From an optimization exercise on the open Yosys and OpenROAD flow, aimed at small area and a short achievable clock period; shortcuts taken in it are not production practice. Function not checked in this run: the RTL went through the layout flow alone.

### flow/standard.sh
#!/bin/bash
# synth_recipe.tcl (not shown) runs the flow's synth.tcl, then flattens the netlist and writes it again
# the make line also repeats each setting of config.mk as NAME=value (left out here)
make -C /OpenROAD-flow-scripts/flow DESIGN_CONFIG=/design/flow/config.mk WORK_HOME=/design/flow/orfs CLKGATE_MAP_FILE= SYNTH_SCRIPT=/design/flow/synth_recipe.tcl "${@:-finish}"
### flow/constraint.sdc
create_clock -name core_clock -period 20.0 [get_ports {clk}]
set_input_delay 4.0000 -clock core_clock [delete_from_list [all_inputs] [get_ports {clk}]]
set_output_delay 4.0000 -clock core_clock [all_outputs]
set_load 0.01 [all_outputs]
### flow/flow/run.sh
#!/bin/bash
# Standard ORFS layout (standard.sh) with small port buffers and a tighter
# setup-repair target; make's full output goes to make_finish.log.
set -euo pipefail
bash standard.sh SETUP_SLACK_MARGIN=11 "BUFFER_PORTS_ARGS=-buffer_cell sky130_fd_sc_hd__buf_1" finish > make_finish.log 2>&1
### flow/config.mk
export PLATFORM = sky130hd
export DESIGN_NAME = tdma_mac_dp
export DESIGN_NICKNAME = tdma_mac_dp
export VERILOG_FILES = /design/flow/design.v
export SDC_FILE = /design/flow/constraint.sdc
export NUM_CORES = 4
export LEC_CHECK = 0
export ABC_AREA = 1
export CAP_MARGIN = 20
export CORE_MARGIN = 2
export CORE_UTILIZATION = 35
export CTS_BUF_LIST = sky130_fd_sc_hd__clkbuf_4 sky130_fd_sc_hd__clkbuf_8
export CTS_CLUSTER_SIZE = 10
export PLACE_DENSITY = 0.8
export SLEW_MARGIN = 20
### flow/design.v
module tdma_mac_dp (
    input  wire        clk,
    input  wire        rst,             
    input  wire        cap_valid,       
    input  wire [15:0] cap_value,
    input  wire        upd_valid,       
    input  wire        active_pll,      
    input  wire        period_wr,       
    input  wire [15:0] period_wr_value,
    input  wire [1:0]  ring_idx,        
    output wire [15:0] ring_word,
    output reg  [15:0] period,
    output wire [15:0] last_beacon_time,
    output wire [2:0]  ring_count,
    output reg  [1:0]  ring_cursor,
    input  wire        slot_wr,         
    input  wire [1:0]  slot_wr_idx,
    input  wire [7:0]  slot_wr_data,
    input  wire [7:0]  num_clients,
    input  wire [15:0] short_addr,
    input  wire [7:0]  local_in,
    input  wire        build_beacon,    
    input  wire        build_response,  
    input  wire        upload,          
    input  wire [4:0]  stage_idx,       
    output reg  [7:0]  stage_byte,
    output wire [7:0]  tx_len,
    output wire [7:0]  seq_no
);
    reg [15:0] s0, s1, s2, s3;    
    reg        full;              
    assign last_beacon_time = s0;
    assign ring_count       = {full, ring_cursor & {2{~full}}};
    wire [1:0] t0 = ring_cursor - 2'd1, t1 = ring_cursor - 2'd2,
               t2 = ring_cursor - 2'd3, t3 = ring_cursor;
    wire h0 = (ring_idx == t0), h1 = (ring_idx == t1),
         h2 = (ring_idx == t2), h3 = (ring_idx == t3);
    assign ring_word = ({16{h0}} & s0) | ({16{h1}} & s1) |
                       ({16{h2}} & s2) | ({16{h3}} & s3);
    always @(posedge clk) begin
        if (cap_valid) begin
            s1 <= s0;
            s2 <= s1;
            s3 <= s2;
        end
    end
    always @(posedge clk) begin
        if (rst) begin
            s0          <= 16'd0;
            ring_cursor <= 2'd0;
            full        <= 1'b0;
        end else if (cap_valid) begin
            s0          <= cap_value;
            ring_cursor <= ring_cursor + 2'd1;
            if (ring_cursor == 2'd3)
                full <= 1'b1;
        end
    end
    function [31:0] bk;
        input [31:0] a;
        input [31:0] b;
        input        ci;
        reg   [31:0] g, p, x;
        integer s, i;
        begin
            x = a ^ b;
            g = a & b;
            p = x;
            g[0] = g[0] | (p[0] & ci);
            for (s = 1; s < 32; s = s * 2)
                for (i = 2 * s - 1; i < 32; i = i + 2 * s) begin
                    g[i] = g[i] | (p[i] & g[i - s]);
                    p[i] = p[i] & p[i - s];
                end
            for (s = 8; s >= 1; s = s / 2)
                for (i = 3 * s - 1; i < 32; i = i + 2 * s) begin
                    g[i] = g[i] | (p[i] & g[i - s]);
                    p[i] = p[i] & p[i - s];
                end
            bk = x ^ {g[30:0], ci};
        end
    endfunction
    function [15:0] div5;
        input [18:0] w;
        reg   [4:0]  r;
        reg          b;
        integer i;
        begin
            r = 5'd1 << w[18:16];
            for (i = 15; i >= 0; i = i - 1) begin
                b = w[i];
                div5[i] = r[3] | r[4] | (r[2] & b);
                r = b ? {r[4], r[1], r[3], r[0], r[2]} : {r[2], r[4], r[1], r[3], r[0]};
            end
        end
    endfunction
    function [63:0] csa;
        input [31:0] a;
        input [31:0] b;
        input [31:0] c;
        begin
            csa[31:0]  = a ^ b ^ c;
            csa[63:32] = {(a[30:0] & b[30:0]) | (a[30:0] & c[30:0]) | (b[30:0] & c[30:0]), 1'b0};
        end
    endfunction
    wire [31:0] d32  = bk({16'd0, s0}, {16'd0, ~s1}, 1'b1);
    wire [15:0] d    = d32[15:0];
    wire [63:0] c1   = csa({16'd0, period}, {15'd0, period, 1'b0}, {12'd0, period, 4'd0});
    wire [63:0] c2   = csa(c1[31:0], c1[63:32], {16'd0, d});
    wire [31:0] x    = bk(c2[31:0], c2[63:32], 1'b0);
    wire [15:0] ema_period = div5(x[20:2]);
    wire [15:0] pll_period = {2'b00, d[15:2]};
    always @(posedge clk) begin
        if (rst)
            period <= 16'd0;
        else if (period_wr)
            period <= period_wr_value;
        else if (upd_valid && (full || ring_cursor[1]))
            period <= active_pll ? pll_period : ema_period;
    end
    reg [7:0]  slot0, slot1, slot2;
    reg [7:0]  st_s0, st_s1, st_s2;    
    reg [15:0] st_sa;                  
    reg [15:0] st_per;                 
    reg [7:0]  st_z;                   
    reg        len_nz;                 
    reg        len_b;                  
    reg  [7:0] seq_last;               
    assign seq_no = seq_last + 8'd1;
    wire [7:0] st_seq = seq_last;
    assign tx_len = {3'b000, len_nz, len_b, 2'b00, len_b};
    always @(posedge clk) begin
        if (rst) begin
            slot0 <= 8'd0;
            slot1 <= 8'd0;
            slot2 <= 8'd0;
        end else if (slot_wr) begin
            if (slot_wr_idx == 2'd0) slot0 <= slot_wr_data;
            if (slot_wr_idx == 2'd1) slot1 <= slot_wr_data;
            if (slot_wr_idx == 2'd2) slot2 <= slot_wr_data;
        end
    end
    always @(posedge clk) begin
        if (build_beacon) begin
            st_s0  <= slot0;
            st_s1  <= slot1;
            st_s2  <= slot2;
            st_per <= period;
        end
        if (build_beacon || build_response) begin
            st_sa <= short_addr;
            st_z  <= build_beacon ? num_clients : local_in;
        end
    end
    always @(posedge clk) begin
        if (rst) begin
            len_nz <= 1'b0;
            len_b  <= 1'b0;
            seq_last <= 8'hFF;
        end else if (build_beacon || build_response) begin
            len_nz <= 1'b1;
            len_b  <= build_beacon;
            seq_last <= seq_no;
        end else if (upload) begin
            len_nz <= 1'b0;
            len_b  <= 1'b0;
        end
    end
    wire [31:0] sel = 32'd1 << stage_idx;
    wire       bcn = len_b;
    wire       rsp = ~len_b;
    wire       s_sa_lo  = (sel[5] & bcn) | (sel[7] & rsp);
    wire       s_sa_hi  = (sel[6] & bcn) | (sel[8] & rsp);
    wire       s_z      = (sel[9] & bcn) | (sel[10] & rsp);
    always @(*) begin
        stage_byte = ({8{sel[0] & rsp}}  & 8'h41) |
                     ({8{sel[1]}}        & (bcn ? 8'h80 : 8'h88)) |
                     ({8{sel[2]}}        & st_seq) |
                     ({8{sel[3]}}        & 8'hEF) |
                     ({8{sel[4]}}        & 8'hBE) |
                     ({8{sel[5] & rsp}}  & 8'h01) |
                     ({8{sel[9] & rsp}}  & 8'h04) |
                     ({8{s_sa_lo}}       & st_sa[7:0]) |
                     ({8{s_sa_hi}}       & st_sa[15:8]) |
                     ({8{sel[7] & bcn}}  & st_per[7:0]) |
                     ({8{sel[8] & bcn}}  & st_per[15:8]) |
                     ({8{s_z}}           & st_z) |
                     ({8{sel[11] & bcn}} & st_s0) |
                     ({8{sel[15] & bcn}} & st_s1) |
                     ({8{sel[19]}}       & st_s2);
    end
endmodule
==> summary.txt <==
Global routing
  • Largest net degree at the start of global routing: 66
  • Gr ovfl total: 0
  • Total GRT Usage: 19.12%
  • Vias in the first global route: 8933
  • Initial antenna violation count: 2
  • First-pass GRT wire length: approximately 47000 um

Timing
  • Crit share post-route: 47.69%
  • Setup TNS: 0 ns
  • Min Tclk post-route: between 9 and 10 ns
  • Worst-margin pin slew: 0.8603 ns
  • # setup viols final: 0
  • Max_slew headroom: 42.21%
  • Clk_skew: 0.01518 ns
  • Fmax: 104.8 MHz
  • RSZ-0062 raised after global routing: true
  • Max-slew violation count: 0
  • Final hold violations: 0

Clock network
  • CTS max path bufs: 2
  • CTS tree: built
  • Worst-path clk slew: 0.10 ns
  • Worst-skew pair later-pin latency: about 0.49 ns
  • H-tree depth: 4
  • Clock Sinks: 181
  • Cts bufs inserted: 17
  • Root Buffer: clkbuf_8
  • Hold-fix buffers, CTS: 0

Place
  • Gpl congestion: 0.9116
  • Port Buffers: ~160
  • Dpl cell area: 11660 um^2
  • HPWL after detailed placement: ~22000 um

Die
  • Core Footprint: roughly 30000 um^2
  • I/O Pins: 168
  • Die height: 178.1 um
  • Initial core utilization: between 30% and 40%
  • # rows: 63
  • Die W: ~180 um
  • Die area: 31710 um^2

Route
  • Routed Antenna Nets: 0
  • Drt initial violations: 712
  • Routed length per placed instance: 16.84 um
  • DRC errors left: 0
  • Via count: 9225
  • Final wirelength: 30140 um
  • Initial DRT Pass Iterations: 7
  • Vias per inst: 5.154

Setup path
  • Crit end category: output pin
  • Worst path depth: 11
  • CP Launch Point: stage_idx[0]
  • Worst EP required: between 15 and 20 ns
  • R2r startpoint: s1[0]
  • CP Max Fanout: 8
  • R2R Path End: period[0]
  • CP Class: input port to output pin
  • Crit-path max cell delay: slightly below 0.3 ns
  • R2R Setup Slk: 11.83 ns
  • Worst Path Arrival: 5.54 ns
  • CP delay by family, top: compound AO/OA/AOI/OAI gates
  • Worst R2R Path Depth: 58
  • Crit path to: stage_byte[1]
  • Buf/Inv on CP: 4
  • Startpoint types: input port
  • Worst path slowest cell: a221o_1
  • Crit-path cells: buf_2, inv_2, nor2_2, nand2_1, buf_4, o21ai_4, a22o_1, a221oi_2, nand4_1, a221o_1, clkbuf_2

Flow run
  • Max Cap Viol: 0

Logic synthesis
  • Sequential area share after synthesis: 44.74%
  • Ys async rst share: 0%
  • Cells after synthesis: 1199
  • Cell variety after synth: 46
  • Synth warn: 1
  • Avg Synthesized Cell Area: 8.845 um^2
  • Main synth FF type: edfxtp_1
  • Post-synth EDFFs: 112
  • Yosys reg bits: 181
  • Synthesized area: 10610 um^2

Layout
  • Synth-to-layout area growth: 21.06%
  • Leading cell type in the layout, fill and taps excluded: nand2_1
  • Most frequent cells in the layout: nand2_1, buf_1, inv_1, edfxtp_1, nor2_1
  • Share of cells above drive strength 1: 15.44%
  • Nets: around 1600
  • Fin area: about 13000 um^2

Outcome
  • Status: complete, no violations

Worst hold path
  • Hold Path Class: flip-flop to flip-flop
==> worst min-delay path by stage <==
stage,start,to,slack [ns],depth (start not counted)
3_5_place_dp,slot0[5],st_s0[5],0.41,0
6_report,slot2[3],st_s2[3],0.44,0
3_3_place_gp,slot2[2],st_s2[2],0.41,0
5_1_grt,slot0[5],st_s0[5],0.46,0
2_1_floorplan,slot0[0],st_s0[0],0.40,0
4_1_cts,slot2[3],st_s2[3],0.44,0
==> cells by family after synthesis <==
kind of cell | Yosys count | share of synthesized area, %
DFF | 181 | 44.74
and+or+nand+nor | 557 | 23.43
adders and majority gates | 82 | 12.72
other | 1 | 0.03536
buffers and inverters | 172 | 6.442
xor gates and xnor gates | 26 | 2.289
AOI/OAI and AO/OA | 180 | 10.35
==> metal layers <==
metal	up-vias	share of wire (%)	track usage, %
li1	4440	-	-
met1	4381	42	23.97
met2	343	48	32.45
met3	59	6.9	4.071
met4	2	3.1	6.899
met5	-	0.056	0
==> state kept, by name (all words and copies together), names as in the netlist, 2 cells and up <==
| register | flops |
|---|---|
| period | 16 |
| ring_cursor | 2 |
| s0 | 16 |
| s1 | 16 |
| s2 | 16 |
| s3 | 16 |
| seq_last | 8 |
| slot0 | 8 |
| slot1 | 8 |
| slot2 | 8 |
| st_per | 16 |
| st_s0 | 8 |
| st_s1 | 8 |
| st_s2 | 8 |
| st_sa | 16 |
| st_z | 8 |
==> per-stage QoR <==
| step | hold WS (ns) | util, % | instances | setup WS (ns) |
|---|---|---|---|---|
| floorplan | 0.4030 | - | 1203 | 10.72 |
| global placement | 0.4091 | 39.24 | 1728 | 10.06 |
| detailed placement | 0.4119 | 39.24 | 1728 | 10.06 |
| CTS | 0.4371 | 42.66 | 1783 | 10.46 |
| global route | 0.4577 | 43.19 | 1789 | 10.34 |
| finish | 0.4390 | 43.20 | 1790 | 10.46 |
==> cell usage after synthesis, types with 2 or more instances <==
| cell type | number | area (um^2) |
|---|---|---|
| buf_1 | 2 | 7.510 |
| nor2_2 | 2 | 12.51 |
| fa_1 | 43 | 860.8 |
| inv_1 | 137 | 514.2 |
| o22ai_1 | 2 | 12.51 |
| nor3_1 | 7 | 35.03 |
| buf_4 | 10 | 75.07 |
| o21ai_0 | 67 | 335.3 |
| dfxtp_1 | 69 | 1381 |
| nand3_1 | 105 | 525.5 |
| xor2_1 | 14 | 122.6 |
| xnor2_1 | 10 | 87.58 |
| a31oi_1 | 6 | 37.54 |
| nor2_1 | 122 | 457.9 |
| clkinv_1 | 2 | 7.510 |
| nand2_1 | 258 | 968.4 |
| nand2_4 | 3 | 33.78 |
| a21oi_4 | 2 | 32.53 |
| o2111ai_1 | 16 | 140.1 |
| a221oi_1 | 12 | 105.1 |
| edfxtp_1 | 112 | 3363 |
| clkbuf_1 | 21 | 78.83 |
| o211ai_1 | 11 | 82.58 |
| nand2_2 | 11 | 68.82 |
| nand4_1 | 29 | 181.4 |
| nand3_2 | 15 | 150.1 |
| ha_1 | 39 | 488.0 |
| a21oi_1 | 54 | 270.3 |
==> what timing repair did <==
action                                  in CTS  in global routing
hold endpoints to repair                     0                  0
resized for setup                          118                 26
gates cloned                                 2                  0
setup buffers                               21                  6
pin swaps                                   27                 17
endpoints found under the setup margin      24                 28
==> layout make-up <==
cell class | count | area, um^2
inverter | 139 | 539.3
clock inverter | 15 | 166.4
fill | 2788 | 16880
tap | 390 | 488.0
multi-input combinational | 850 | 5619
clock buffer | 17 | 234.0
antenna | 1 | 2.502
timing repair inverter | 1 | 8.758
sequential | 181 | 4745
timing repair buffer | 196 | 1036
==> worst register-to-register path, delay by kind of cell (launching register included) <==
family / cells / cell delay, ns
AND/OR/NAND/NOR: 36 / 3.38
XOR/XNOR: 3 / 0.59
AO/OA/AOI/OAI: 9 / 1.16
flip-flops: 1 / 0.41
adder cells (fa/ha/maj): 6 / 2.26
buffers and inverters: 4 / 0.37

==> what the ideal ports hide <==
The flow's constraints put no driver on any port. The routed layout listed below was extracted and timed again, unchanged, in two steps.
Step 1: set_driving_cell puts a clkbuf_16 on clk and a buf_2 on each other input, an assumption about the parent block.
Step 2 adds t to the input delays and takes it off the output delays; t is the mean of the earliest and latest rising clock arrival at the registers after step 1. Input paths then give back, and output paths get back, about the clock's delay inside the block.
Three values: ideal, step 1, step 2; two values: the first two.
t (ns): 0.520
slack for setup (ns): 10.462 / 10.411 / 10.411
hold slack, ns: 0.439 / 0.439 / 0.439
worst setup path after step 2: input to output
worst register clock-pin slew, ns: 0.11 / 0.11
After both steps setup and hold are still met in this run. The setup slack of this run moves by -0.051 ns with the drivers and by -0.051 ns with both steps.
